From an optimization exercise on the open Yosys and OpenROAD flow, aimed at a short achievable clock period and few clock cycles; shortcuts taken in it are not production practice.
RTL that was checked went through simulation tests only; none was proved equivalent to the original.
Function not checked in run 1: the RTL went through the layout flow alone.
No activity file was given, so power comes from the tool's default toggle rates.

File: standard.sh
#!/bin/bash
# synth_recipe.tcl (not shown) runs the flow's synth.tcl, then flattens the netlist and writes it again
# the make line also repeats each setting of config.mk as NAME=value (left out here)
make -C /OpenROAD-flow-scripts/flow DESIGN_CONFIG=/design/flow/config.mk WORK_HOME=/design/flow/orfs CLKGATE_MAP_FILE= SYNTH_SCRIPT=/design/flow/synth_recipe.tcl "${@:-finish}"
File: flow/run.sh
#!/bin/bash
set -euo pipefail
export SETUP_SLACK_MARGIN=7
bash standard.sh > standard_flow.log 2>&1
File: config.mk
export PLATFORM = sky130hd
export DESIGN_NAME = k1fcb
export DESIGN_NICKNAME = k1fcb
export VERILOG_FILES = /design/flow/design.v
export SDC_FILE = /design/flow/constraint.sdc
export NUM_CORES = 4
export LEC_CHECK = 0
export CAP_MARGIN = 20
export CORE_MARGIN = 2
export CORE_UTILIZATION = 40
export PLACE_DENSITY = 0.55
export SLEW_MARGIN = 20
export TNS_END_PERCENT = 100
File: constraint.sdc
create_clock -name core_clock -period 11.0 [get_ports {clk}]
set_input_delay 2.2000 -clock core_clock [delete_from_list [all_inputs] [get_ports {clk}]]
set_output_delay 2.2000 -clock core_clock [all_outputs]
set_load 0.01 [all_outputs]
File: design.v
module k1_crc_step (
    input  wire [15:0] acc,
    input  wire [7:0]  b,
    output reg  [15:0] nxt
);
    integer k;
    always @(*) begin
        nxt = acc ^ {b, 8'h00};
        for (k = 0; k < 8; k = k + 1)
            nxt = nxt[15] ? ((nxt << 1) ^ 16'h1021) : (nxt << 1);
    end
endmodule
module k1fcb #(
    parameter [127:0] KEY = 128'h80E9_0313_40D5_3521_400D_912E_E614_6C16
) (
    input  wire        clk,
    input  wire        rst,
    input  wire        in_valid,
    input  wire [7:0]  in_byte,
    output wire        in_ready,
    output reg         ob_valid,
    output reg  [7:0]  ob_byte,
    output reg         rsp_valid,
    output reg  [7:0]  rsp_op,
    output reg  [7:0]  rsp_status,
    output reg  [15:0] rsp_acc,
    output reg  [7:0]  rsp_out,
    output reg  [3:0]  rsp_xpos,
    output reg  [1:0]  rsp_sflags,
    output reg  [6:0]  rsp_rxn,
    output reg  [6:0]  rsp_consumed,
    output reg         rsp_has_start,
    output reg  [6:0]  rsp_start,
    output reg         rsp_ovf,
    output reg  [15:0] rsp_len,
    output reg  [15:0] rsp_type,
    output reg  [15:0] rsp_dlen,
    output reg  [15:0] rsp_crc_rx,
    output reg  [15:0] rsp_crc_calc,
    output reg         rsp_crc_ok,
    output reg         rsp_dlen_ok,
    output reg         rsp_runt,
    output reg  [6:0]  rsp_passes
);
    localparam AW  = 6;                  
    localparam PB  = 1 << AW;            
    localparam IFD = 8;                  
    localparam TQW = 5;                 
    localparam TQD = 1 << TQW;                 
    localparam PW  = 32;                 
    localparam DQW = 2;                  
    localparam DQD = 4;
    localparam [7:0] OP_NOP = 8'h00, OP_RST = 8'h01, OP_STAT = 8'h02,
                     OP_CRC_INIT = 8'h10, OP_CRC_BYTE = 8'h11, OP_CRC_RD = 8'h12,
                     OP_XOR_SEEK = 8'h18, OP_XOR_BYTE = 8'h19,
                     OP_RX_PUSH = 8'h20, OP_RX_DEC = 8'h21, OP_RX_DECL = 8'h22,
                     OP_RX_FLUSH = 8'h23, OP_TX_ENC = 8'h30;
    localparam [7:0] ST_OK = 8'h00, ST_ILLEGAL = 8'h01, ST_FULL = 8'h02, ST_TOOLONG = 8'h03,
                     ST_WAIT = 8'h10, ST_DISCARD = 8'h11, ST_RESYNC = 8'h12,
                     ST_COMPACT = 8'h13, ST_MSG = 8'h15;
    localparam [1:0] K_RESP = 2'd0,      
                     K_DEC  = 2'd1,      
                     K_TXH  = 2'd2,      
                     K_TXD  = 2'd3;      
    function [7:0] keyb(input [3:0] k);
        keyb = KEY[k*8 +: 8];
    endfunction
    reg        rst_r;
    always @(posedge clk) rst_r <= rst;
    reg        in_ready_r;
    assign in_ready = in_ready_r;
    reg [7:0]  ib;
    reg        ibv;
    reg [7:0]  ifm [0:IFD-1];
    reg [2:0]  if_wp, if_rp;
    reg [3:0]  if_cnt;
    reg [7:0]  eb;
    reg        ev;
    reg        pd_nop, pd_rst, pd_stat, pd_init, pd_crc, pd_rd, pd_seek, pd_xor,
               pd_push, pd_dec, pd_decl, pd_flush, pd_tx, pd_ill;
    wire       e_go;
    wire       e1_load = (!ev || e_go) && (if_cnt != 4'd0);
    wire [7:0] fb = ifm[if_rp];
    always @(posedge clk) begin
        ib <= in_byte;
        if (ibv) ifm[if_wp] <= ib;
        if (e1_load) begin
            eb <= fb;
            pd_nop   <= (fb == OP_NOP);
            pd_rst   <= (fb == OP_RST);
            pd_stat  <= (fb == OP_STAT);
            pd_init  <= (fb == OP_CRC_INIT);
            pd_crc   <= (fb == OP_CRC_BYTE);
            pd_rd    <= (fb == OP_CRC_RD);
            pd_seek  <= (fb == OP_XOR_SEEK);
            pd_xor   <= (fb == OP_XOR_BYTE);
            pd_push  <= (fb == OP_RX_PUSH);
            pd_dec   <= (fb == OP_RX_DEC) || (fb == OP_RX_DECL);
            pd_decl  <= (fb == OP_RX_DECL);
            pd_flush <= (fb == OP_RX_FLUSH);
            pd_tx    <= (fb == OP_TX_ENC);
            pd_ill   <= !(fb == OP_NOP || fb == OP_RST || fb == OP_STAT ||
                          fb == OP_CRC_INIT || fb == OP_CRC_BYTE || fb == OP_CRC_RD ||
                          fb == OP_XOR_SEEK || fb == OP_XOR_BYTE || fb == OP_RX_PUSH ||
                          fb == OP_RX_DEC || fb == OP_RX_DECL || fb == OP_RX_FLUSH ||
                          fb == OP_TX_ENC);
        end
        ibv <= in_valid && in_ready_r && !rst;
        if (rst_r) begin
            if_wp <= 3'd0;
            if_rp <= 3'd0;
            if_cnt <= 4'd0;
            ev <= 1'b0;
            in_ready_r <= 1'b1;
        end else begin
            if (ibv) if_wp <= if_wp + 3'd1;
            if (e1_load) if_rp <= if_rp + 3'd1;
            if_cnt <= if_cnt + {3'd0, ibv} - {3'd0, e1_load};
            if (e1_load) ev <= 1'b1;
            else if (e_go) ev <= 1'b0;
            in_ready_r <= ({1'b0, if_cnt} + {4'd0, ibv}) <= IFD - 2;
        end
    end
    reg [15:0] acc;
    reg [3:0]  xpos;
    reg [1:0]  sflags;                   
    reg [7:0]  head, tail;               
    reg [6:0]  rxn;
    reg        last_ab, last_dc;         
    reg [7:0]    rb [0:PB-1];            
    reg [PB-1:0] pr_se;                  
    reg [PB-1:0] pr_ed;                  
    reg [1:0]    tq_kind [0:TQD-1];
    reg [3:0]    tq_code [0:TQD-1];
    reg [4:0]    tq_rep  [0:TQD-1];      
    reg [PW-1:0] tq_p    [0:TQD-1];
    reg [TQW-1:0] tq_wp, tq_rp;
    reg [TQW:0]   tq_cnt;
    reg           tq_afull;
    reg [5:0]  msg_cnt;                  
    reg [7:0]  lw;                       
    reg        ilk;                      
    wire [7:0] tail_lw = tail - lw;
    reg        d_busy;                   
    localparam PQD = 3;                  
    reg [9:0]  pq [0:PQD-1];             
    reg [1:0]  pq_cnt;
    wire       pq_v = (pq_cnt != 2'd0);
    wire       pq_full = (pq_cnt == PQD);
    wire       dec_any = d_busy || pq_v;
    localparam [2:0] ES_OP = 3'd0, ES_ARG = 3'd1, ES_T0 = 3'd2, ES_T1 = 3'd3,
                     ES_N0 = 3'd4, ES_N1 = 3'd5, ES_DATA = 3'd6, ES_SKIP = 3'd7;
    reg [2:0]  es;
    reg [7:0]  eop;
    reg        eo_crc, eo_seek, eo_xor, eo_push;
    reg [15:0] t_type;
    reg [7:0]  t_nlo;
    reg [15:0] t_cnt;
    wire        rx_full = rxn[6];        
    wire [15:0] acc_next;
    k1_crc_step u_acc_crc (.acc(acc), .b(eb), .nxt(acc_next));
    wire [15:0] e_n = {eb, t_nlo};
    wire        e_toolong = (eb == 8'hFF) && (t_nlo > 8'hFA);
    wire        t_last = (t_cnt == 16'd1);
    wire e_stall = tq_afull ||
                   (es == ES_OP && ((pd_dec && pq_full) ||
                                    ((pd_rst || pd_stat || pd_flush) && dec_any))) ||
                   (es == ES_ARG && eo_push && (rx_full ? dec_any : ilk));
    assign e_go = ev && !e_stall;
    localparam [3:0] C_NOP = 4'd0, C_RST = 4'd1, C_STAT = 4'd2, C_INIT = 4'd3, C_CRC = 4'd4,
                     C_RD = 4'd5, C_SEEK = 4'd6, C_XOR = 4'd7, C_PUSH = 4'd8, C_FULL = 4'd9,
                     C_FLUSH = 4'd10, C_LONG = 4'd11, C_ILL = 4'd12;
    reg          e_tw;
    reg [1:0]    e_tkind;
    reg [3:0]    e_tcode;
    reg [PW-1:0] e_tp;
    always @(*) begin
        e_tw = 1'b0;
        e_tkind = K_RESP;
        e_tcode = C_NOP;
        e_tp = {3'd0, rxn, sflags, xpos, acc};
        case (es)
            ES_OP: begin
                e_tw = !(pd_crc || pd_seek || pd_xor || pd_push || pd_tx);
                if (pd_rst) e_tcode = C_RST;
                if (pd_stat) e_tcode = C_STAT;
                if (pd_init) e_tcode = C_INIT;
                if (pd_rd) e_tcode = C_RD;
                if (pd_flush) e_tcode = C_FLUSH;
                if (pd_dec) begin
                    e_tkind = K_DEC;
                    e_tcode = {3'd0, pd_decl};
                end
                if (pd_ill) begin
                    e_tcode = C_ILL;
                    e_tp[7:0] = eb;
                end
            end
            ES_ARG: begin
                e_tw = 1'b1;
                e_tp[7:0] = eb ^ keyb(xpos);
                if (eo_crc) e_tcode = C_CRC;
                if (eo_seek) e_tcode = C_SEEK;
                if (eo_xor) e_tcode = C_XOR;
                if (eo_push) e_tcode = rx_full ? C_FULL : C_PUSH;
            end
            ES_N1: begin
                e_tw = !e_toolong;
                e_tkind = K_TXH;
                e_tp = {e_n, t_type};
            end
            ES_DATA: begin
                e_tw = 1'b1;
                e_tkind = K_TXD;
                e_tp[8:0] = {t_last, eb};
            end
            ES_SKIP: begin
                e_tw = t_last;
                e_tcode = C_LONG;
            end
            default: ;
        endcase
    end
    wire e_tw_go = e_go && e_tw;
    reg          last_push;              
    reg [4:0]    run_c;                  
    reg [TQW-1:0] tq_lp;                 
    wire e_merge = e_go && es == ES_ARG && eo_push && !rx_full && last_push &&
                   (tq_cnt >= 2) && (run_c != 5'd31);
    wire e_app = e_tw_go && !e_merge;
    wire e_push  = e_go && es == ES_ARG && eo_push && !rx_full;
    wire e_rbw   = ev && es == ES_ARG && eo_push && !rx_full && !ilk;
    wire e_dec   = e_go && es == ES_OP && pd_dec;
    wire e_empty = e_go && es == ES_OP && (pd_rst || pd_flush);
    reg [2:0]  d_st;
    reg        d_decl;
    reg [7:0]  d_end;                    
    reg        d_lab;                    
    reg [6:0]  d_total, d_passes;
    reg [PB-1:0] c_hi, c_lo;             
    reg [6:0]  d_n;
    reg [PB-1:0] d_oh;
    reg [AW-1:0] d_pb;
    reg [15:0] d_len;
    reg [6:0]  d_i;
    reg [AW-1:0] d_e;
    reg        d_short;
    reg [6:0]  d_cmsg, d_crs;
    reg [7:0]  r_st;
    reg [6:0]  r_cons;
    reg        r_hs, r_ovf, r_msg, r_again;
    wire [AW-1:0] hp = head[AW-1:0];
    wire [AW-1:0] ep = d_end[AW-1:0];
    wire [7:0] n8 = d_end - head;
    wire       n_all = (n8 == PB);
    reg [PB-1:0] ge_h, inr, cand;
    integer q;
    always @(*) begin
        for (q = 0; q < PB; q = q + 1) begin
            ge_h[q] = (q >= hp);
            inr[q] = n_all || ((ep < hp) ? ((q >= hp) || (q < ep)) : ((q >= hp) && (q < ep)));
        end
        for (q = 0; q < PB; q = q + 1)
            cand[q] = pr_se[q] & inr[q] & inr[(q + 1) % PB] & !(n_all && ((q + 1) % PB) == hp);
    end
    function [PB-1:0] first1(input [PB-1:0] x);
        reg [PB-1:0] p;
        begin
            p = x;
            p = p | (p << 1);
            p = p | (p << 2);
            p = p | (p << 4);
            p = p | (p << 8);
            p = p | (p << 16);
            p = p | (p << 32);
            p = p | (p << 64);
            first1 = x & ~(p << 1);
        end
    endfunction
    wire          any_hi = |c_hi;
    wire          any_c  = any_hi || (|c_lo);
    wire [PB-1:0] s1_oh  = any_hi ? first1(c_hi) : first1(c_lo);
    reg [7:0] len_lo, len_hi;
    reg [AW-1:0] oh_b;
    reg [PB-1:0] tmp;
    integer b;
    always @(*) begin
        for (b = 0; b < 8; b = b + 1) begin
            for (q = 0; q < PB; q = q + 1) tmp[q] = d_oh[q] & rb[(q + 2) % PB][b];
            len_lo[b] = |tmp;
            for (q = 0; q < PB; q = q + 1) tmp[q] = d_oh[q] & rb[(q + 3) % PB][b];
            len_hi[b] = |tmp;
        end
        for (b = 0; b < AW; b = b + 1) begin
            for (q = 0; q < PB; q = q + 1) tmp[q] = d_oh[q] & ((q >> b) & 1);
            oh_b[b] = |tmp;
        end
    end
    wire [AW-1:0] s3_iw = d_pb - hp;
    wire [6:0]  s3_i = s3_iw;
    wire [16:0] s3_need = {1'b0, d_len} + {10'd0, s3_i} + 17'd8;
    wire        s3_short = ({1'b0, s3_i} + 8'd4 > {1'b0, d_n}) || (s3_need > {10'd0, d_n});
    wire d_endok = pr_ed[d_e];
    localparam [2:0] D_S0 = 3'd0, D_S1 = 3'd1, D_S2 = 3'd2, D_S3 = 3'd3, D_S4 = 3'd4,
                     D_S5 = 3'd5;
    reg [45:0] dqe [0:DQD-1];
    reg [DQW:0]   dq_cnt;
    wire       dq_take;
    wire d_fin  = d_busy && d_st == D_S5 && !r_again;
    wire d_hold = d_fin && (dq_cnt == DQD);
    wire dq_w   = d_fin && !d_hold;
    wire d_free = !d_busy || dq_w;       
    wire [6:0] r_total = d_total + r_cons;
    wire [7:0] r_p8 = head + {1'b0, d_i};
    wire pq_push = e_dec && (d_busy || pq_v);
    wire pq_pop  = d_free && pq_v;
    integer m;
    always @(posedge clk) begin
        for (m = 0; m < PQD; m = m + 1) begin
            if (pq_pop) begin
                if (pq_push && m == pq_cnt - 1) pq[m] <= {pd_decl, tail, last_ab};
                else if (m < PQD - 1) pq[m] <= pq[m + 1];
            end else if (pq_push && m == pq_cnt) begin
                pq[m] <= {pd_decl, tail, last_ab};
            end
        end
    end
    always @(posedge clk) begin
        if (rst_r) begin
            d_busy <= 1'b0;
            pq_cnt <= 2'd0;
            d_st <= D_S0;
        end else begin
            pq_cnt <= pq_cnt + {1'b0, pq_push} - {1'b0, pq_pop};
            if (pq_pop) begin
                d_busy <= 1'b1;
                d_st <= D_S0;
                d_decl <= pq[0][9];
                d_end <= pq[0][8:1];
                d_lab <= pq[0][0];
                d_total <= 7'd0;
                d_passes <= 7'd0;
            end else if (e_dec && !d_busy && !pq_v) begin
                d_busy <= 1'b1;
                d_st <= D_S0;
                d_decl <= pd_decl;
                d_end <= tail;
                d_lab <= last_ab;
                d_total <= 7'd0;
                d_passes <= 7'd0;
            end else if (d_busy) begin
                case (d_st)
                    D_S0: d_st <= (n8 < 8'd8) ? D_S5 : D_S1;
                    D_S1: d_st <= any_c ? D_S2 : D_S5;
                    D_S2: d_st <= D_S3;
                    D_S3: d_st <= D_S4;
                    D_S4: d_st <= D_S5;
                    default: begin       
                        if (!d_hold) begin
                            d_st <= D_S0;
                            d_total <= r_total;
                            d_passes <= d_passes + 7'd1;
                            if (d_fin) d_busy <= 1'b0;
                        end
                    end
                endcase
            end
        end
    end
    always @(posedge clk) begin
        case (d_st)
            D_S0: begin
                c_hi <= cand & ge_h;
                c_lo <= cand & ~ge_h;
                d_n <= n8[6:0];
                r_st <= ST_WAIT;
                r_cons <= 7'd0;
                r_hs <= 1'b0;
                r_ovf <= 1'b0;
                r_msg <= 1'b0;
                r_again <= 1'b0;
            end
            D_S1: begin
                d_oh <= s1_oh;
                if (!any_c) begin
                    r_st <= ST_DISCARD;
                    r_cons <= d_lab ? d_n - 7'd1 : d_n;
                end
            end
            D_S2: begin
                d_len <= {len_hi, len_lo};
                d_pb <= oh_b;
            end
            D_S3: begin
                d_i <= s3_i;
                d_short <= s3_short;
                d_e <= d_pb + 7'd6 + d_len[AW-1:0];
                d_cmsg <= s3_i + 7'd8 + d_len[6:0];
                d_crs <= s3_i + 7'd2;
            end
            D_S4: begin
                r_hs <= 1'b1;
                if (d_short) begin
                    if (!d_n[6]) begin
                        r_st <= ST_WAIT;
                    end else if (d_i != 7'd0) begin
                        r_st <= ST_COMPACT;
                        r_cons <= d_i;
                        r_again <= d_decl;
                    end else begin
                        r_st <= ST_RESYNC;
                        r_cons <= 7'd2;
                        r_ovf <= 1'b1;
                        r_again <= d_decl;
                    end
                end else if (!d_endok) begin
                    r_st <= ST_RESYNC;
                    r_cons <= d_crs;
                    r_again <= d_decl;
                end else begin
                    r_st <= ST_MSG;
                    r_cons <= d_cmsg;
                    r_msg <= 1'b1;
                end
            end
            default: ;
        endcase
    end
    wire [45:0] dq_new = {r_msg, r_st, r_total, d_i, d_passes + 7'd1, r_hs, r_ovf,
                          r_p8 + 8'd4, d_len[5:0]};
    integer k;
    always @(posedge clk) begin
        for (k = 0; k < DQD; k = k + 1) begin
            if (dq_take) begin
                if (dq_w && k == dq_cnt - 1) dqe[k] <= dq_new;
                else if (k < DQD - 1) dqe[k] <= dqe[k + 1];
            end else if (dq_w && k == dq_cnt) begin
                dqe[k] <= dq_new;
            end
        end
        if (rst_r) begin
            dq_cnt <= {(DQW+1){1'b0}};
        end else begin
            dq_cnt <= dq_cnt + {{DQW{1'b0}}, dq_w} - {{DQW{1'b0}}, dq_take};
        end
    end
    wire d_apply = d_busy && d_st == D_S5 && !d_hold;    
    localparam [2:0] O_IDLE = 3'd0, O_HDR = 3'd1, O_DATA = 3'd2, O_TAIL = 3'd3,
                     O_STRM = 3'd4;
    reg [2:0]  os;
    reg          ot_v;
    reg [1:0]    ot_kind;
    reg [3:0]    ot_code;
    reg [4:0]    ot_rep;
    reg [7:0]    ot_op, ot_st;                  
    always @(*) begin
        ot_st = ST_OK;
        case (ot_code)
            C_NOP:   ot_op = OP_NOP;
            C_RST:   ot_op = OP_RST;
            C_STAT:  ot_op = OP_STAT;
            C_INIT:  ot_op = OP_CRC_INIT;
            C_CRC:   ot_op = OP_CRC_BYTE;
            C_RD:    ot_op = OP_CRC_RD;
            C_SEEK:  ot_op = OP_XOR_SEEK;
            C_XOR:   ot_op = OP_XOR_BYTE;
            C_PUSH:  ot_op = OP_RX_PUSH;
            C_FULL:  begin ot_op = OP_RX_PUSH; ot_st = ST_FULL; end
            C_FLUSH: ot_op = OP_RX_FLUSH;
            C_LONG:  begin ot_op = OP_TX_ENC; ot_st = ST_TOOLONG; end
            default: begin ot_op = ot_p[7:0]; ot_st = ST_ILLEGAL; end
        endcase
    end
    wire [7:0]   ot_dop = ot_code[0] ? OP_RX_DECL : OP_RX_DEC;
    reg [PW-1:0] ot_p;
    wire       dq_v    = (dq_cnt != 0);
    wire [45:0] dq0 = dqe[0];
    wire       dq_msg0 = dq0[45];
    wire [7:0] dq_addr0 = dq0[13:6];
    reg [15:0] x_type, x_len;
    reg        x_odd, x_nz;
    reg [2:0]  x_step;
    reg [3:0]  x_pos;
    reg [15:0] x_crc;
    reg [7:0]  x_plain;
    wire [15:0] x_dlen = x_len - {15'd0, x_odd};
    wire [15:0] x_crc_next;
    k1_crc_step u_tx_crc (.acc(x_crc), .b(x_plain), .nxt(x_crc_next));
    reg [7:0]  s_ptr;                    
    reg [7:0]  s_rd;                     
    reg [6:0]  s_k, s_rem;               
    reg [5:0]  s_len;
    reg [7:0]  s_op;
    reg [6:0]  s_cons, s_start, s_passes;
    reg [15:0] s_crc, s_type, s_dlen;
    reg [7:0]  s_crx_lo;
    wire [7:0] s_raw = s_rd ^ keyb(s_k[3:0]);
    wire [15:0] s_crc_next;
    k1_crc_step u_rx_crc (.acc(s_crc), .b(s_raw), .nxt(s_crc_next));
    wire        s_last = (s_rem == 7'd0);
    wire [15:0] s_type_n = (s_k == 7'd0) ? {s_type[15:8], s_raw} :
                           (s_k == 7'd1) ? {s_raw, s_type[7:0]} : s_type;
    wire [15:0] s_dlen_n = (s_k == 7'd2) ? {s_dlen[15:8], s_raw} :
                           (s_k == 7'd3) ? {s_raw, s_dlen[7:0]} : s_dlen;
    wire [7:0]  s_rd_s = rb[s_ptr[AW-1:0]];
    wire [7:0]  s_rd_q = rb[dq_addr0[AW-1:0]];
    always @(*) begin
        case (os)
            O_HDR:
                case (x_step[1:0])
                    2'd0: x_plain = x_type[7:0];
                    2'd1: x_plain = x_type[15:8];
                    2'd2: x_plain = x_dlen[7:0];
                    default: x_plain = x_dlen[15:8];
                endcase
            O_DATA: x_plain = ot_p[7:0];
            default: x_plain = 8'h00;
        endcase
    end
    wire o_dec_go = ot_kind == K_DEC && dq_v;
    wire ot_take = ot_v && ((os == O_IDLE && (ot_kind != K_TXD) && (ot_kind != K_DEC || dq_v) &&
                             (ot_kind != K_RESP || ot_rep == 5'd0)) ||
                            (os == O_DATA && ot_kind == K_TXD));
    assign dq_take = ot_v && os == O_IDLE && o_dec_go;
    wire ot_load = (!ot_v || ot_take) && (tq_cnt != 0);
    wire s_done = (os == O_STRM) && s_last;
    always @(posedge clk) begin
        s_rd <= (os == O_STRM) ? s_rd_s : s_rd_q;
        if (ot_load) begin
            ot_kind <= tq_kind[tq_rp];
            ot_code <= tq_code[tq_rp];
            ot_p <= tq_p[tq_rp];
            ot_rep <= tq_rep[tq_rp];
        end
        ob_valid <= 1'b0;
        rsp_valid <= 1'b0;
        if (rst_r) begin
            os <= O_IDLE;
            ot_v <= 1'b0;
        end else begin
            if (ot_load) ot_v <= 1'b1;
            else if (ot_take) ot_v <= 1'b0;
            case (os)
                O_IDLE: if (ot_v) begin
                    case (ot_kind)
                        K_DEC: if (dq_v) begin
                            if (dq_msg0) begin
                                s_ptr <= dq_addr0 + 8'd1;
                                s_k <= 7'd0;
                                s_rem <= {1'b0, dq0[5:0]} + 7'd1;
                                s_len <= dq0[5:0];
                                s_op <= ot_dop;
                                s_cons <= dq0[36:30];
                                s_start <= dq0[29:23];
                                s_passes <= dq0[22:16];
                                s_crc <= 16'd0;
                                os <= O_STRM;
                            end else begin
                                rsp_valid <= 1'b1;
                                rsp_op <= ot_dop;
                                rsp_status <= dq0[44:37];
                                rsp_consumed <= dq0[36:30];
                                rsp_start <= dq0[29:23];
                                rsp_has_start <= dq0[15];
                                rsp_ovf <= dq0[14];
                                rsp_passes <= dq0[22:16];
                            end
                        end
                        K_TXH: begin
                            ob_valid <= 1'b1;
                            ob_byte <= 8'hAB;
                            x_type <= ot_p[15:0];
                            x_len <= ot_p[31:16] + {13'd0, 2'b10, ot_p[16]};
                            x_odd <= ot_p[16];
                            x_nz <= (ot_p[31:16] == 16'd0);
                            x_step <= 3'd1;
                            x_crc <= 16'd0;
                            os <= O_HDR;
                        end
                        K_TXD: ;
                        default: begin
                            if (ot_rep != 5'd0) ot_rep <= ot_rep - 5'd1;
                            rsp_valid <= 1'b1;
                            rsp_op <= ot_op;
                            rsp_status <= ot_st;
                            rsp_acc <= ot_p[15:0];
                            rsp_out <= ot_p[7:0];
                            rsp_xpos <= ot_p[19:16];
                            rsp_sflags <= ot_p[21:20];
                            rsp_rxn <= ot_p[28:22];
                            rsp_consumed <= ot_p[28:22];
                        end
                    endcase
                end
                O_HDR: begin
                    ob_valid <= 1'b1;
                    x_step <= x_step + 3'd1;
                    case (x_step)
                        3'd1: ob_byte <= 8'hCD;
                        3'd2: ob_byte <= x_len[7:0];
                        3'd3: ob_byte <= x_len[15:8];
                        default: begin
                            ob_byte <= x_plain ^ keyb({2'd0, x_step[1:0]});
                            x_crc <= x_crc_next;
                        end
                    endcase
                    if (x_step == 3'd7) begin
                        x_pos <= 4'd4;
                        if (x_nz) begin
                            x_step <= x_odd ? 3'd0 : 3'd1;
                            os <= O_TAIL;
                        end else begin
                            os <= O_DATA;
                        end
                    end
                end
                O_DATA: if (ot_v && ot_kind == K_TXD) begin
                    ob_valid <= 1'b1;
                    ob_byte <= x_plain ^ keyb(x_pos);
                    x_crc <= x_crc_next;
                    x_pos <= x_pos + 4'd1;
                    if (ot_p[8]) begin
                        x_step <= x_odd ? 3'd0 : 3'd1;
                        os <= O_TAIL;
                    end
                end
                O_TAIL: begin
                    ob_valid <= 1'b1;
                    x_step <= x_step + 3'd1;
                    x_pos <= x_pos + 4'd1;
                    case (x_step)
                        3'd0: begin
                            ob_byte <= keyb(x_pos);          
                            x_crc <= x_crc_next;
                        end
                        3'd1: ob_byte <= x_crc[7:0] ^ keyb(x_pos);
                        3'd2: ob_byte <= x_crc[15:8] ^ keyb(x_pos);
                        3'd3: ob_byte <= 8'hDC;
                        default: begin
                            ob_byte <= 8'hBA;
                            rsp_valid <= 1'b1;
                            rsp_op <= OP_TX_ENC;
                            rsp_status <= ST_OK;
                            os <= O_IDLE;
                        end
                    endcase
                end
                O_STRM: begin
                    ob_valid <= 1'b1;
                    ob_byte <= s_raw;
                    s_ptr <= s_ptr + 8'd1;
                    s_k <= s_k + 7'd1;
                    s_rem <= s_rem - 7'd1;
                    if (s_rem >= 7'd2) s_crc <= s_crc_next;
                    s_type <= s_type_n;
                    s_dlen <= s_dlen_n;
                    if (s_rem == 7'd1) s_crx_lo <= s_raw;
                    if (s_last) begin
                        rsp_valid <= 1'b1;
                        rsp_op <= s_op;
                        rsp_status <= ST_MSG;
                        rsp_consumed <= s_cons;
                        rsp_has_start <= 1'b1;
                        rsp_start <= s_start;
                        rsp_ovf <= 1'b0;
                        rsp_passes <= s_passes;
                        rsp_len <= {10'd0, s_len};
                        rsp_type <= s_type_n;
                        rsp_dlen <= (s_len >= 6'd2) ? s_dlen_n : 16'd0;
                        rsp_crc_rx <= {s_raw, s_crx_lo};
                        rsp_crc_calc <= s_crc;
                        rsp_crc_ok <= ({s_raw, s_crx_lo} == s_crc);
                        rsp_dlen_ok <= (s_len >= 6'd4) && (s_dlen >= 16'd4) &&
                                       (s_dlen <= {10'd0, s_len});
                        rsp_runt <= (s_len < 6'd4);
                        os <= O_IDLE;
                    end
                end
                default: os <= O_IDLE;
            endcase
        end
        if (rst || rst_r) begin
            ob_valid <= 1'b0;
            rsp_valid <= 1'b0;
        end
    end
    always @(posedge clk) begin
        if (ev && e_tw) begin
            tq_kind[tq_wp] <= e_tkind;
            tq_code[tq_wp] <= e_tcode;
            tq_p[tq_wp] <= e_tp;
            tq_rep[tq_wp] <= 5'd0;
        end
        if (e_app) begin
            tq_lp <= tq_wp;
            run_c <= 5'd0;
        end
        if (e_merge) begin
            tq_rep[tq_lp] <= run_c + 5'd1;
            run_c <= run_c + 5'd1;
        end
        if (rst_r) begin
            tq_wp <= {TQW{1'b0}};
            tq_rp <= {TQW{1'b0}};
            tq_cnt <= {(TQW+1){1'b0}};
            tq_afull <= 1'b0;
            last_push <= 1'b0;
        end else begin
            if (e_app) last_push <= (es == ES_ARG) && eo_push && !rx_full;
            if (e_app) tq_wp <= tq_wp + 1'b1;
            if (ot_load) tq_rp <= tq_rp + 1'b1;
            tq_cnt <= tq_cnt + {{TQW{1'b0}}, e_app} - {{TQW{1'b0}}, ot_load};
            tq_afull <= tq_cnt >= TQD - 2;
        end
    end
    integer j;
    always @(posedge clk) begin
        if (e_rbw) rb[tail[AW-1:0]] <= eb;
        for (j = 0; j < PB; j = j + 1) begin
            if (e_rbw && tail[AW-1:0] == j) begin
                pr_se[j] <= 1'b0;
                pr_ed[j] <= 1'b0;
            end
            if (e_rbw && tail[AW-1:0] == (j + 1) % PB) begin
                pr_se[j] <= last_ab && (eb == 8'hCD);
                pr_ed[j] <= last_dc && (eb == 8'hBA);
            end
        end
        if (rst_r) begin
            es <= ES_OP;
            acc <= 16'd0;
            xpos <= 4'd0;
            sflags <= 2'd0;
            head <= 8'd0;
            tail <= 8'd0;
            rxn <= 7'd0;
            last_ab <= 1'b0;
            last_dc <= 1'b0;
            msg_cnt <= 6'd0;
            lw <= 8'd0;
            ilk <= 1'b0;
        end else begin
            if (e_go) begin
                case (es)
                    ES_OP: begin
                        eop <= eb;
                        eo_crc <= pd_crc;
                        eo_seek <= pd_seek;
                        eo_xor <= pd_xor;
                        eo_push <= pd_push;
                        if (pd_rst || pd_init) acc <= 16'd0;
                        if (pd_rst) begin
                            xpos <= 4'd0;
                            sflags <= 2'd0;
                        end
                        if (pd_crc || pd_seek || pd_xor || pd_push) es <= ES_ARG;
                        if (pd_tx) es <= ES_T0;
                    end
                    ES_ARG: begin
                        es <= ES_OP;
                        if (eo_crc) acc <= acc_next;
                        if (eo_seek) xpos <= eb[3:0];
                        if (eo_xor) xpos <= xpos + 4'd1;
                        if (eo_push) begin
                            if (rx_full) begin
                                sflags[1] <= 1'b1;
                            end else begin
                                last_ab <= (eb == 8'hAB);
                                last_dc <= (eb == 8'hDC);
                            end
                        end
                    end
                    ES_T0: begin t_type[7:0] <= eb; es <= ES_T1; end
                    ES_T1: begin t_type[15:8] <= eb; es <= ES_N0; end
                    ES_N0: begin t_nlo <= eb; es <= ES_N1; end
                    ES_N1: begin
                        t_cnt <= e_n;
                        if (e_toolong) es <= ES_SKIP;
                        else if (e_n == 16'd0) es <= ES_OP;
                        else es <= ES_DATA;
                    end
                    default: begin       
                        t_cnt <= t_cnt - 16'd1;
                        if (t_last) es <= ES_OP;
                    end
                endcase
            end
            if (e_empty) begin
                head <= tail;
                rxn <= 7'd0;
            end else begin
                if (e_push) tail <= tail + 8'd1;
                if (d_apply) head <= head + {1'b0, r_cons};
                rxn <= rxn + {6'd0, e_push} - (d_apply ? r_cons : 7'd0);
            end
            if (d_apply && r_ovf) sflags[0] <= 1'b1;
            msg_cnt <= msg_cnt + {5'd0, dq_w && r_msg} - {5'd0, s_done};
            if (os == O_STRM) lw <= s_ptr - 8'd1;
            else if (dq_w && r_msg && msg_cnt == 6'd0) lw <= r_p8;
            ilk <= (msg_cnt != 6'd0) && (tail_lw >= PB - 4);
        end
    end
endmodule
==> results of run 1 <==
synthesized netlist by cell type (52+ instances only):
cell	count
edfxtp_1	2973
nor2_1	897
mux4_2	804
nand2_1	607
clkbuf_1	484
a22o_1	275
a221oi_1	274
a21oi_1	261
inv_1	243
o21ai_0	224
ha_1	176
dfxtp_1	153
xnor2_1	144
nor3_1	134
nand3_1	129
xor2_1	127
mux2_2	120
nand4_1	117
buf_1	96
nor2b_1	70
nor4_1	70
and2_1	66
mux2i_1	52
area by class of cell:
cell class | instances | area (um2) | area share
timing repair buffer | 508 | 4560 | 0.0279
sequential | 3126 | 92400 | 0.565
tap | 4751 | 5940 | 0.0363
multi-input combinational | 5362 | 48700 | 0.297
clock buffer | 432 | 9300 | 0.0568
clock inverter | 208 | 1780 | 0.0109
antenna | 17 | 42.5 | 0.000260
inverter | 250 | 962 | 0.00588
sequential cells by signal (all words and copies together) (netlist names), 30 cells and up, named ones only:
register  flops
tq_p       1024
pr_ed        64
rb          512
tq_code     128
c_lo         63
pr_se        64
tq_rep      160
pq           30
dqe         160
ot_p         32
tq_kind      64
ifm          64
c_hi         64
d_oh         64
path summary, 6_finish.rpt:
path            from      end  slack (ns)  cells after the start
max          d_pb[0]  d_short        6.88                     20
min reg2reg  pd_push  eo_push        0.44                      0
min          pd_push  eo_push        0.44                      0
max reg2reg  d_pb[0]  d_short        6.88                     20
layer usage:
layer,up-vias,track usage,share of wire
met5,-,0.00132,0.00043
met3,1602,0.0917,0.12
met2,6299,0.418,0.43
met4,10,0.126,0.054
li1,37700,-,-
met1,49400,0.393,0.40
worst max-delay path: stages, from the launching register on:
cell and delay, ns:
edfxtp_1 0.38, inv_1 0.07, ha_1 0.13, inv_1 0.06, fa_2 0.37, xnor2_2 0.20
inv_2 0.10, ha_4 0.24, ha_1 0.29, a21o_1 0.19, a21oi_4 0.17, o21bai_2 0.10
a21oi_2 0.19, xnor2_2 0.15, ha_1 0.30, nand2_2 0.10, nor2_1 0.07, a2111oi_2 0.28
a21oi_1 0.10, nor4_1 0.30, nand4_1 0.13
timing repair:
action / 4_1_cts / 5_1_grt
setup buffers: 19 / 30
pin swaps: 11 / 18
gates resized for setup: 281 / 47
hold buffers: 0 / 0
cloned: 1 / 1
setup endpoints to repair: 2508 / 1369
where the power goes:
| part | internal [mW] | switching, mW |
|---|---|---|
| Clock | 6.59 | 4.92 |
| Sequential | 14.8 | 0.964 |
| Combinational | 2.69 | 5.30 |
| Total | 24.1 | 11.2 |
cells by family (layout without fill, tap and decap cells):
group | Yosys count | count (layout) | share of synthesized area
AO/OA/AOI/OAI | 1466 | 1467 | 0.0741
buffers and inverters | 863 | 1398 | 0.0233
flip-flops | 3126 | 3126 | 0.646
other | 1 | 32 | 0.0000262
XOR/XNOR | 273 | 273 | 0.0169
adder cells (fa/ha/maj) | 209 | 209 | 0.0186
multiplexers | 1019 | 1019 | 0.143
AND/OR/NAND/NOR | 2379 | 2379 | 0.0781
==> notes.md, run 1 <==
WL per Instance: 36.4 um
Most frequent cells in the layout: edfxtp_1, mux4_2, nor2_1
DP Worst Slack: 5.69 ns
Hold WS: 0.444 ns
CP Class: flop to flop
Async set or reset register ratio after synthesis: 0
Leak: 53.4 nW
Placed insts: 13900
Post-synth EDFFs: 2973
PortBufs: 165
Crit-path max FO: 4
First drt pass iteration count: 10
Final nets: 9795
Number of buffers created by CTS: 347
Core Area: 0.356 mm2
Synth Register Bits: 3126
P&R area growth vs syn: 14.5%
Post-synthesis sequential area ratio: 0.646
Vias in the first global route: 91600
Antenna Nets Post-Route: 0
Vias: 95000
Die width: 602 um
RePlAce Congestion: 0.982
H-tree depth: 5
Clock tree buffer depth: 4
WP data arrival: 4.83 ns
Final HPWL DP: 331000 um
Crit. End Element: flop
Critical path launch point type: flop
Largest cells by area after synthesis: edfxtp_1, mux4_2, nor2_1
Clock Latency Late Sink: 0.97 ns
Clock skew: 0.105 ns
Util after Layout: 0.460
Placement row count: 219
Die Ht: 602 um
Synth Cell Area: 0.143 mm2
CTS Root Cell: clkbuf_16
First-pass GRT wire length: 732000 um
Commonest non-fill, non-tap cell in the layout: edfxtp_1
CTS tree: done
Remaining Overflow, GRT: 0
First-iteration detailed-routing DRC count: 14100
Starting Density: 0.402
Synthesis Warnings: 4
Pwr Total: 35.3 mW
Fill count: 30800
CTS clk-pin slew, worst paths: 0.06 ns
IO Pins: 181
Crit share post-route: 0.375
CTS Sinks: 3126
Slew headroom: 0.166
Worst Slack Setup Final: 6.88 ns
Area share of the largest cell type after synthesis: 0.624
Average size of a mapped cell: 15.3 um2
Synth unique cells: 104
WL final: 533000 um
Highest clock rate: 242 MHz
TNS Setup: 0 ns
Min Tclk post-route: 4.12 ns
Final Max Tran Viols: 0
Vias/cell: 6.48
P per Cell Area: 216 mW/mm2
GRT Total Usage: 0.287
Status: complete, no violations
Max-cap viol count: 0
Worst slew pin tran: 1.25 ns
Area leader, netlist: edfxtp_1
Share of cells above drive strength 1: 0.208
DRC viols: 0
Final Cell Area: 0.164 mm2
Primary FF master, synth: edfxtp_1
Worst VDD drop: 0.000176 V
Critical path required time: 11.70 ns
Worst min-delay path category: flop to flop
Placement Cell Area: 0.152 mm2
Largest net degree at the start of global routing: 135
Cells after synthesis: 9336
Fin. Hold Viols: 0
Non-filler cells, final: 14700
Final setup violation count: 0
Die Area: 0.362 mm2
Setup repair after global routing missed its margin: true
Initial antenna violation count: 31
==> inputs of run 2 (changes only) <==
--- a/design.v
+++ b/design.v
@@ -231,3 +231,3 @@
     wire e_push  = e_go && es == ES_ARG && eo_push && !rx_full;
-    wire e_rbw   = ev && es == ES_ARG && eo_push && !rx_full && !ilk;
+    wire e_rbw   = !rx_full && !ilk;
     wire e_dec   = e_go && es == ES_OP && pd_dec;
@@ -298,6 +298,6 @@
     end
-    wire [AW-1:0] s3_iw = d_pb - hp;
-    wire [6:0]  s3_i = s3_iw;
-    wire [16:0] s3_need = {1'b0, d_len} + {10'd0, s3_i} + 17'd8;
-    wire        s3_short = ({1'b0, s3_i} + 8'd4 > {1'b0, d_n}) || (s3_need > {10'd0, d_n});
+    wire [AW-1:0] s2_i = oh_b - hp;
+    wire [7:0]  s3_need = {1'b0, d_i} + {2'b0, d_len[5:0]} + 8'd8;
+    wire        s3_short = (d_len[15:6] != 10'd0) || ({1'b0, d_i} + 8'd4 > {1'b0, d_n}) ||
+                           (s3_need > {1'b0, d_n});
     wire d_endok = pr_ed[d_e];
@@ -392,9 +392,9 @@
                 d_pb <= oh_b;
+                d_i <= {1'b0, s2_i};
             end
             D_S3: begin
-                d_i <= s3_i;
                 d_short <= s3_short;
-                d_e <= d_pb + 7'd6 + d_len[AW-1:0];
-                d_cmsg <= s3_i + 7'd8 + d_len[6:0];
-                d_crs <= s3_i + 7'd2;
+                d_e <= d_pb + 6'd6 + d_len[AW-1:0];
+                d_cmsg <= d_i + 7'd8 + {1'b0, d_len[5:0]};
+                d_crs <= d_i + 7'd2;
             end
@@ -687,3 +687,3 @@
     always @(posedge clk) begin
-        if (ev && e_tw) begin
+        begin
             tq_kind[tq_wp] <= e_tkind;
==> run 2 against run 1 <==
  * Critical path depth decreased by 10
  * Sequential power about the same
  * Power increased by 3.0%
  * Area after synthesis decreased by 0.32%
  * Combinational power increased by 7.1%
  * Cell area decreased by 0.69%
  * Die area decreased by 0.32%
  * Non-clock buffer count decreased by 36
  * Clock power about the same
  * Global-route usage decreased by 0.12 points
  * Synthesized cell count increased by 0.28%
  * Register-to-register slack improved by 0.15 ns
==> notes.md, run 2 <==
Worst Slack Setup Final: 7.02 ns (+0.147 ns)
Int Pwr: 24.8 mW (+2.8%)
Synth unique cells: 88 (-15%)
Final HPWL DP: 326000 um (-1.5%)
Post-synthesis sequential area ratio: 0.648 (+0.00227)
Final Max Tran Viols: 0 (unchanged)
Critical path launch point type: flop
Worst-path cell chain: or4_4 > or4b_4 > or4_4 > or4_4 > or4_4 > nor4_4 > buf_6 > nand3_4 > a22oi_2 > buf_6
Remaining Overflow, GRT: 0 (unchanged)
Clock Latency Late Sink: 0.95 ns (-0.02 ns)
Leak: 53.7 nW (+0.53%)
Vias in the first global route: 90500 (-1.3%)
GRT Total Usage: 0.286 (-0.00119)
Worst slew pin tran: 1.25 ns (-0.00255 ns)
Crit. End Element: flop
Largest net degree at the start of global routing: 130 (-3.7%)
Crit-path max FO: 7 (+3)
RePlAce Congestion: 1.01 (+2.4%)
Largest cells by area after synthesis: edfxtp_1, mux4_2, nor2_1
Final Cell Area: 0.163 mm2 (-0.69%)
Top cell by count, worst path: or4_4
Seq pwr share: 0.442 (-0.005)
Vias/cell: 6.46 (-0.44%)
Slew headroom: 0.168 (+0.00170)
DRC viols: 0 (unchanged)
Fin. Hold Viols: 0 (unchanged)
Highest clock rate: 251 MHz (+3.7%)
CTS clk-pin slew, worst paths: 0.06 ns (about the same)
Area leader, netlist: edfxtp_1
Pwr Total: 36.4 mW (+3.0%)
Crit-path slowest cell: or4_4
Primary FF master, synth: edfxtp_1
Most frequent cells in the layout: edfxtp_1, nor2_1, mux4_2
CTS Root Cell: clkbuf_16
Status: complete, no violations
Crit share post-route: 0.362 (-0.0134)
Async set or reset register ratio after synthesis: 0 (unchanged)
Clk network pwr share: 0.322 (-0.004)
Die Ht: 601 um (-0.16%)
PortBufs: 165 (unchanged)
Count leader, synth: edfxtp_1
Final nets: 9801 (+0.061%)
Area share of the largest cell type after synthesis: 0.627 (+0.00220)
Worst min-delay path category: flop to flop
CTS tree: done
Top reg by flops: tq_p
Share of cells above drive strength 1: 0.200 (-0.00793)
Clock tree buffer depth: 4 (unchanged)
Fill count: 30800 (+0.0097%)
Worst VDD drop: 0.000195 V (+11%)
H-tree depth: 5 (unchanged)
CP Class: flop to flop
Number of buffers created by CTS: 345 (-0.58%)
First-pass GRT wire length: 728000 um (-0.48%)
IO Pins: 181 (unchanged)
Sw frac: 0.318 (+0.00131)
Setup repair after global routing missed its margin: true
Average size of a mapped cell: 15.2 um2 (-0.59%)
Core Area: 0.355 mm2 (-0.15%)
CTS Sinks: 3127 (+0.032%)
Logic pwr share: 0.236 (+0.009)
Clock skew: 0.0740 ns (-0.0306 ns)
Placement row count: 219 (unchanged)
Commonest non-fill, non-tap cell in the layout: edfxtp_1
Post-synth EDFFs: 2974 (+0.034%)
DP Worst Slack: 4.92 ns (-0.772 ns)
CP peak stage delay: 0.55 ns (+0.17 ns)
Synth Cell Area: 0.143 mm2 (-0.32%)
Psw: 11.6 mW (+3.4%)
WP data arrival: 4.65 ns (-0.18 ns)
Max-cap viol count: 0 (unchanged)
Antenna Nets Post-Route: 0 (unchanged)
Die width: 601 um (-0.16%)
TNS Setup: 0 ns (unchanged)
Starting Density: 0.401 (-0.000659)
P per Cell Area: 224 mW/mm2 (+3.7%)
Die Area: 0.361 mm2 (-0.32%)
Commonest cells post-synth: edfxtp_1, nor2_1, mux4_2
Cells after synthesis: 9362 (+0.28%)
Synth Register Bits: 3127 (+0.032%)
P&R area growth vs syn: 14.0%
Placement Cell Area: 0.151 mm2 (-0.46%)
First drt pass iteration count: 16 (+6)
Vias: 94600 (-0.49%)
Final setup violation count: 0 (unchanged)
Initial antenna violation count: 30 (-3.2%)
WL final: 530000 um (-0.69%)
Min Tclk post-route: 3.98 ns (-0.147 ns)
WL per Instance: 36.2 um (-0.64%)
Critical path required time: 11.67 ns (-0.03 ns)
First-iteration detailed-routing DRC count: 14900 (+5.6%)
Synthesis Warnings: 4 (unchanged)
Max reg flops: 1024 (unchanged)
## run 2: timing repair
action / CTS / global route
setup buffers: 14 / 10
endpoints found under the setup margin: 625 / 223
hold buffers: 0 / 0
pin swaps: 4 / 2
resized for setup: 223 / 34
cloned: 2 / 1
## run 2: final timing paths
kind | start | endpoint | slack [ns] | cells past startpoint
max | c_hi[49] | r_cons[2] | 7.02 | 10
max reg2reg | c_hi[49] | r_cons[2] | 7.02 | 10
min reg2reg | dqe[0][27] | s_start[4] | 0.45 | 0
min | dqe[0][27] | s_start[4] | 0.45 | 0
## run 2: critical path, delay by kind of cell (launching register included)
kind,cells,cell delay (ns)
compound gates,1,0.20
flops,1,0.39
simple gates,7,2.83
buf+inv,2,0.31
## run 2: layout make-up
class	count	area [um2]	area share
flip-flops and latches	3127	92400	0.569
multi-input cells	5418	48000	0.295
clock buffers	435	9270	0.0571
well taps	4751	5940	0.0366
repair buffers	472	3940	0.0243
clock inverters	191	1990	0.0123
inverters	235	903	0.00556
diodes	18	45.0	0.000277
## run 2: cells by family after synthesis
logic type	after synthesis	synth area share
buf+inv	833	0.0226
fa+ha+maj	227	0.0200
compound gates	1404	0.0712
simple gates	2542	0.0826
other cells	1	0.0000263
mux	965	0.139
flops	3127	0.648
xor+xnor	263	0.0163
## run 2: through the flow
step                      utilization  hold WS (ns)  std cells
final                           0.457         0.446      14600
after global routing            0.457         0.457      14600
after CTS                       0.456         0.448      14600
after detailed placement        0.424         0.437      14000
after global placement          0.424         0.435      14000
after floorplan                     -         0.406       9376
## run 2: power groups by stage
| stage | clock, mW | sequential [mW] | combinational, mW |
|---|---|---|---|
| 3_5_place_dp | 0 | 16.3 | 8.29 |
| 4_1_cts | 11.9 | 16.0 | 8.34 |
| 5_1_grt | 12.3 | 16.1 | 9.03 |
| 3_3_place_gp | 0 | 16.3 | 8.17 |
| 2_1_floorplan | 0 | 15.7 | 5.18 |
| 6_report | 11.7 | 16.1 | 8.57 |
## run 2: per-layer routing
metal,up-vias,global-route usage,share of wire
met1,49000,0.397,0.40
met2,6507,0.411,0.43
met4,26,0.116,0.049
met3,1457,0.0957,0.12
met5,-,0.00476,0.00074
li1,37600,-,-
Testbench counts of run 2, summed over its fixed seeds: cycles 35,613.
==> inputs of run 3 (changes only) <==
--- a/design.v
+++ b/design.v
@@ -225,6 +225,7 @@
     reg          last_push;              
+    reg          last_crc;               
     reg [4:0]    run_c;                  
     reg [TQW-1:0] tq_lp;                 
-    wire e_merge = e_go && es == ES_ARG && eo_push && !rx_full && last_push &&
-                   (tq_cnt >= 2) && (run_c != 5'd31);
+    wire e_merge = e_go && es == ES_ARG && last_push && (tq_cnt >= 2) && (run_c != 5'd31) &&
+                   (last_crc ? eo_crc : (eo_push && !rx_full));
     wire e_app = e_tw_go && !e_merge;
@@ -255,11 +256,11 @@
     wire       n_all = (n8 == PB);
-    reg [PB-1:0] ge_h, inr, cand;
+    reg [PB-1:0] m_ge, m_lt, m_h1;       
+    reg          m_wrap, m_full;
+    reg [PB-1:0] inr, cand;
     integer q;
     always @(*) begin
-        for (q = 0; q < PB; q = q + 1) begin
-            ge_h[q] = (q >= hp);
-            inr[q] = n_all || ((ep < hp) ? ((q >= hp) || (q < ep)) : ((q >= hp) && (q < ep)));
-        end
         for (q = 0; q < PB; q = q + 1)
-            cand[q] = pr_se[q] & inr[q] & inr[(q + 1) % PB] & !(n_all && ((q + 1) % PB) == hp);
+            inr[q] = m_full || (m_wrap ? (m_ge[q] || m_lt[q]) : (m_ge[q] && m_lt[q]));
+        for (q = 0; q < PB; q = q + 1)
+            cand[q] = pr_se[q] & inr[q] & inr[(q + 1) % PB] & !(m_full && m_h1[q]);
     end
@@ -304,3 +305,3 @@
     localparam [2:0] D_S0 = 3'd0, D_S1 = 3'd1, D_S2 = 3'd2, D_S3 = 3'd3, D_S4 = 3'd4,
-                     D_S5 = 3'd5;
+                     D_S5 = 3'd5, D_SN = 3'd6;
     reg [45:0] dqe [0:DQD-1];
@@ -331,3 +332,3 @@
             pq_cnt <= 2'd0;
-            d_st <= D_S0;
+            d_st <= D_SN;
         end else begin
@@ -336,3 +337,3 @@
                 d_busy <= 1'b1;
-                d_st <= D_S0;
+                d_st <= D_SN;
                 d_decl <= pq[0][9];
@@ -344,3 +345,3 @@
                 d_busy <= 1'b1;
-                d_st <= D_S0;
+                d_st <= D_SN;
                 d_decl <= pd_decl;
@@ -352,3 +353,4 @@
                 case (d_st)
-                    D_S0: d_st <= (n8 < 8'd8) ? D_S5 : D_S1;
+                    D_SN: d_st <= (n8 < 8'd8) ? D_S5 : D_S0;
+                    D_S0: d_st <= D_S1;
                     D_S1: d_st <= any_c ? D_S2 : D_S5;
@@ -359,3 +361,3 @@
                         if (!d_hold) begin
-                            d_st <= D_S0;
+                            d_st <= D_SN;
                             d_total <= r_total;
@@ -371,5 +373,10 @@
         case (d_st)
-            D_S0: begin
-                c_hi <= cand & ge_h;
-                c_lo <= cand & ~ge_h;
+            D_SN: begin
+                for (q = 0; q < PB; q = q + 1) begin
+                    m_ge[q] <= (q >= hp);
+                    m_lt[q] <= (q < ep);
+                    m_h1[q] <= (((q + 1) % PB) == hp);
+                end
+                m_wrap <= (ep < hp);
+                m_full <= n_all;
                 d_n <= n8[6:0];
@@ -382,2 +389,6 @@
             end
+            D_S0: begin
+                c_hi <= cand & m_ge;
+                c_lo <= cand & ~m_ge;
+            end
             D_S1: begin
@@ -708,3 +719,6 @@
         end else begin
-            if (e_app) last_push <= (es == ES_ARG) && eo_push && !rx_full;
+            if (e_app) begin
+                last_push <= (es == ES_ARG) && ((eo_push && !rx_full) || eo_crc);
+                last_crc <= eo_crc;
+            end
             if (e_app) tq_wp <= tq_wp + 1'b1;
==> flow/run.sh (replaced) <==
#!/bin/bash
set -euo pipefail
export SETUP_SLACK_MARGIN=7.6
bash standard.sh > standard_flow.log 2>&1
--- a/config.mk
+++ b/config.mk
@@ -10,2 +10,4 @@
 export CORE_UTILIZATION = 40
+export CTS_CLUSTER_DIAMETER = 60
+export CTS_CLUSTER_SIZE = 30
 export PLACE_DENSITY = 0.55
==> run 3 against run 2 <==
  * Still clean
  * Worst hold slack improved by 0.0025 ns
  * Setup slack improved by 0.15 ns
  * Clock skew rose by 0.0047 ns
  * Sequential share of layout area rose by 1.4 points
  * Global-route usage fell by 0.36 points
  * Cell count rose by 2.1%
  * Critical path depth fell by 9
  * Via count barely moved
  * Synthesized cell count rose by 1.4%
  * Largest power group unchanged
  * Highest routed layer unchanged
==> notes.md, run 3 <==
IO Pins: 181 (unchanged)
Hold Path Depth: 0 (unchanged)
Vias in the first global route: 91300 (+0.96%)
Slew headroom: 0.165 (-0.00313)
Util after Layout: 0.457 (-0.000775)
Highest clock rate: 261 MHz (+3.9%)
RePlAce Congestion: 0.966 (-3.9%)
Int Pwr: 24.8 mW (about the same)
Worst VDD drop: 0.000216 V (+10%)
Clock skew: 0.0787 ns (+0.00468 ns)
CTS Hold Buffers Added: 0 (unchanged)
H-tree depth: 5 (unchanged)
Post-synthesis sequential area ratio: 0.662 (+0.0138)
Clock tree buffer depth: 4 (unchanged)
Top Family by Delay on Critical Path: flip-flops
Commonest cells post-synth: edfxtp_1, nor2_1, mux4_2
Status: complete, no violations
DRC viols: 0 (unchanged)
Gr busiest metal: met2
Top reg by flops: tq_p
Vias: 94600 (+0.023%)
Setup repair after global routing missed its margin: true
Number of buffers created by CTS: 285 (-17%)
P&R area growth vs syn: 13.6%
Final HPWL DP: 335000 um (+2.7%)
Max-cap viol count: 0 (unchanged)
Worst-path cell chain: buf_2
Most frequent cells in the layout: edfxtp_1, nor2_1, mux4_2
Leak: 55.1 nW (+2.5%)
First-pass GRT wire length: 740000 um (+1.7%)
Max reg flops: 1024 (unchanged)
Logic pwr share: 0.231 (-0.005)
CTS Sinks: 3320 (+6.2%)
Area share of the largest cell type after synthesis: 0.641 (+0.0147)
Worst min-delay path category: flop to flop
Synthesis Warnings: 4 (unchanged)
Synth Cell Area: 0.148 mm2 (+4.1%)
Area leader, netlist: edfxtp_1
Met1 Track Usage GR: 0.360 (-0.0372)
Worst slew pin tran: 1.25 ns (+0.00604 ns)
Die Ht: 613 um (+2.0%)
Placed insts: 14300 (+2.2%)
Non-filler cells, final: 15000 (+2.1%)
Clock Latency Late Sink: 0.97 ns (+0.02 ns)
WP data arrival: 1.63 ns (-3.02 ns)
Post-synth EDFFs: 3167 (+6.5%)
Crit-path slowest cell: edfxtp_1
WL per Instance: 36.1 um (-0.24%)
CP peak stage delay: 0.48 ns (-0.07 ns)
TNS Setup: 0 ns (unchanged)
Min Tclk post-route: 3.83 ns (-0.150 ns)
PortBufs: 165 (unchanged)
First drt pass iteration count: 9 (-7)
Starting Density: 0.402 (+0.000728)
Clk network pwr share: 0.307 (-0.015)
Largest net degree at the start of global routing: 189 (+45%)
Crit-path max FO: 1 (-6)
Async set or reset register ratio after synthesis: 0 (unchanged)
Synth unique cells: 88 (unchanged)
Final setup violation count: 0 (unchanged)
CP bufs+invs: 1 (-1)
Synth Register Bits: 3320 (+6.2%)
M3 GR Usage: 0.0648 (-0.0310)
Antenna Nets Post-Route: 0 (unchanged)
CTS clk-pin slew, worst paths: 0.09 ns (+0.03 ns)
Vias/cell: 6.33 (-2.0%)
Placement row count: 223 (+1.8%)
Critical path launch point type: flop
Average size of a mapped cell: 15.6 um2 (+2.7%)
Psw: 11.6 mW (+0.35%)
Routing usage on met2: 0.454 (+0.0430)
CP Class: flop to output port
Core Area: 0.369 mm2 (+3.9%)
Crit. End Element: output port
P per Cell Area: 216 mW/mm2 (-3.5%)
Die Area: 0.376 mm2 (+4.0%)
Reg2reg path depth: 16 (+6)
First-iteration detailed-routing DRC count: 13100 (-12%)
Fin. Hold Viols: 0 (unchanged)
Die width: 613 um (+2.0%)
Final Max Tran Viols: 0 (unchanged)
Fill count: 31800 (+3.2%)
Share of cells above drive strength 1: 0.233 (+0.0330)
Crit share post-route: 0.348 (-0.0136)
Final nets: 9952 (+1.5%)
CTS tree: done
CTS Root Cell: clkbuf_16
Sw frac: 0.319 (+0.000900)
Commonest non-fill, non-tap cell in the layout: edfxtp_1
Number of cells on the critical path: 1 (-9)
Critical path required time: 8.80 ns (-2.87 ns)
Initial antenna violation count: 32 (+6.7%)
Seq pwr share: 0.462 (+0.020)
Remaining Overflow, GRT: 0 (unchanged)
Largest cells by area after synthesis: edfxtp_1, mux4_2, nor2_1
WL final: 539000 um (+1.8%)
Count leader, synth: edfxtp_1
GRT Total Usage: 0.282 (-0.00357)
Primary FF master, synth: edfxtp_1
Cells after synthesis: 9490 (+1.4%)
run 3: cell types whose count changed after synthesis, sizes merged, moves of 27 or more:
cell	previous run	this run
edfxtp	2974	3167
nor4	72	135
nor4b	11	63
a21oi	244	201
mux2	99	134
o21ai	241	213
nand2	755	728
run 3: timing repair:
action,4_1_cts,5_1_grt
cloned,2,2
buffers inserted,60,61
pin swaps,26,32
resized for setup,771,55
endpoints found under the hold margin,0,0
setup endpoints to repair,1394,337
run 3: worst reg2reg max path, stage by stage, from the launching register on:
cell     delay [ns]
dfxtp_1        0.34
buf_6          0.37
nor2_1         0.17
nand2_1        0.30
o21ai_0        0.20
a31oi_2        0.36
nor2_4         0.06
buf_12         0.15
ha_4           0.27
inv_2          0.04
ha_4           0.15
fa_2           0.37
a21oi_2        0.15
nor2_1         0.05
nor2_1         0.14
xor2_1         0.16
nor2_1         0.05
run 3: area by class of cell:
class | instances | area, um2 | area share
Antenna cell | 14 | 35.0 | 0.000208
Clock buffer | 304 | 7390 | 0.0439
Clock inverter | 218 | 2890 | 0.0172
Tap cell | 4950 | 6190 | 0.0367
Timing Repair Buffer | 553 | 4420 | 0.0262
Inverter | 229 | 883 | 0.00524
Multi-Input combinational cell | 5363 | 48500 | 0.288
Sequential cell | 3320 | 98300 | 0.583
run 3: routing by layer:
metal  up-vias  routed length, um
met5         -                140
met4        16              32800
met3      1602              48600
met2      5465             253000
met1     49300             205000
li1      38200                  -
run 3: through the flow:
stage	area [um2]	hold slack (ns)	total power [mW]	setup slack, ns
finish	169000	0.449	36.4	7.17
global route	169000	0.459	37.7	7.14
CTS	168000	0.446	36.4	7.09
detailed placement	157000	0.434	25.1	6.50
global placement	157000	0.429	25.0	6.43
floorplan	149000	0.406	22.0	7.04
run 3: cells by family after synthesis:
kind of cell               share of synthesized area
AOI/OAI and AO/OA                             0.0616
xor gates and xnor gates                      0.0164
adders and majority gates                     0.0207
buffers and inverters                         0.0214
DFF                                            0.662
muxes                                          0.136
other                                      0.0000253
and+or+nand+nor                               0.0818
run 3: power groups by stage:
stage | Clock, mW | Sequential [mW] | Combinational (mW)
floorplan | 0 | 16.7 | 5.26
global placement | 0 | 17.1 | 7.81
detailed placement | 0 | 17.2 | 7.96
CTS | 11.3 | 16.8 | 8.25
global route | 11.8 | 16.9 | 9.03
finish | 11.2 | 16.8 | 8.41
run 3: path summary, 6_finish.rpt:
kind / startpoint / end / slack [ns]
worst max-delay path: rsp_consumed[6] / rsp_consumed[6] / 7.17
worst min-delay path: s_len[3] / rsp_len[3] / 0.45
worst max register to register: os[2] / tq_cnt[4] / 7.49
worst min register to register: s_len[3] / rsp_len[3] / 0.45
Testbench counts of run 3, summed over its fixed seeds: cycles 35,734.

-- what the ideal ports hide --
Ports are ideal in the flow. The routed layouts listed here were re-timed in OpenROAD. Step 1, drivers: a clkbuf_16 drives clk and a buf_2 each remaining input, both assumed. Step 2 also shifts input and output timing later by t, the mid clock arrival at the registers, as if the neighbouring blocks saw the same clock. Slacks: no drivers / after step 1 / after step 2; pairs: no drivers / after step 1.
| run | shift t [ns] | setup slack, ns | worst setup path after step 2 |
|---|---|---|---|
| run 1 | 1.023 | 6.876 / 6.876 / 6.876 | register to register |
| run 2 | 1.033 | 7.023 / 6.944 / 6.986 | input to register |
| run 3 | 1.039 | 7.173 / 7.065 / 7.487 | register to register |
After both steps setup and hold are still met in every run listed. The setup slack of run 2, which loses most, moves by -0.079 ns with the drivers and by -0.037 ns with both steps.
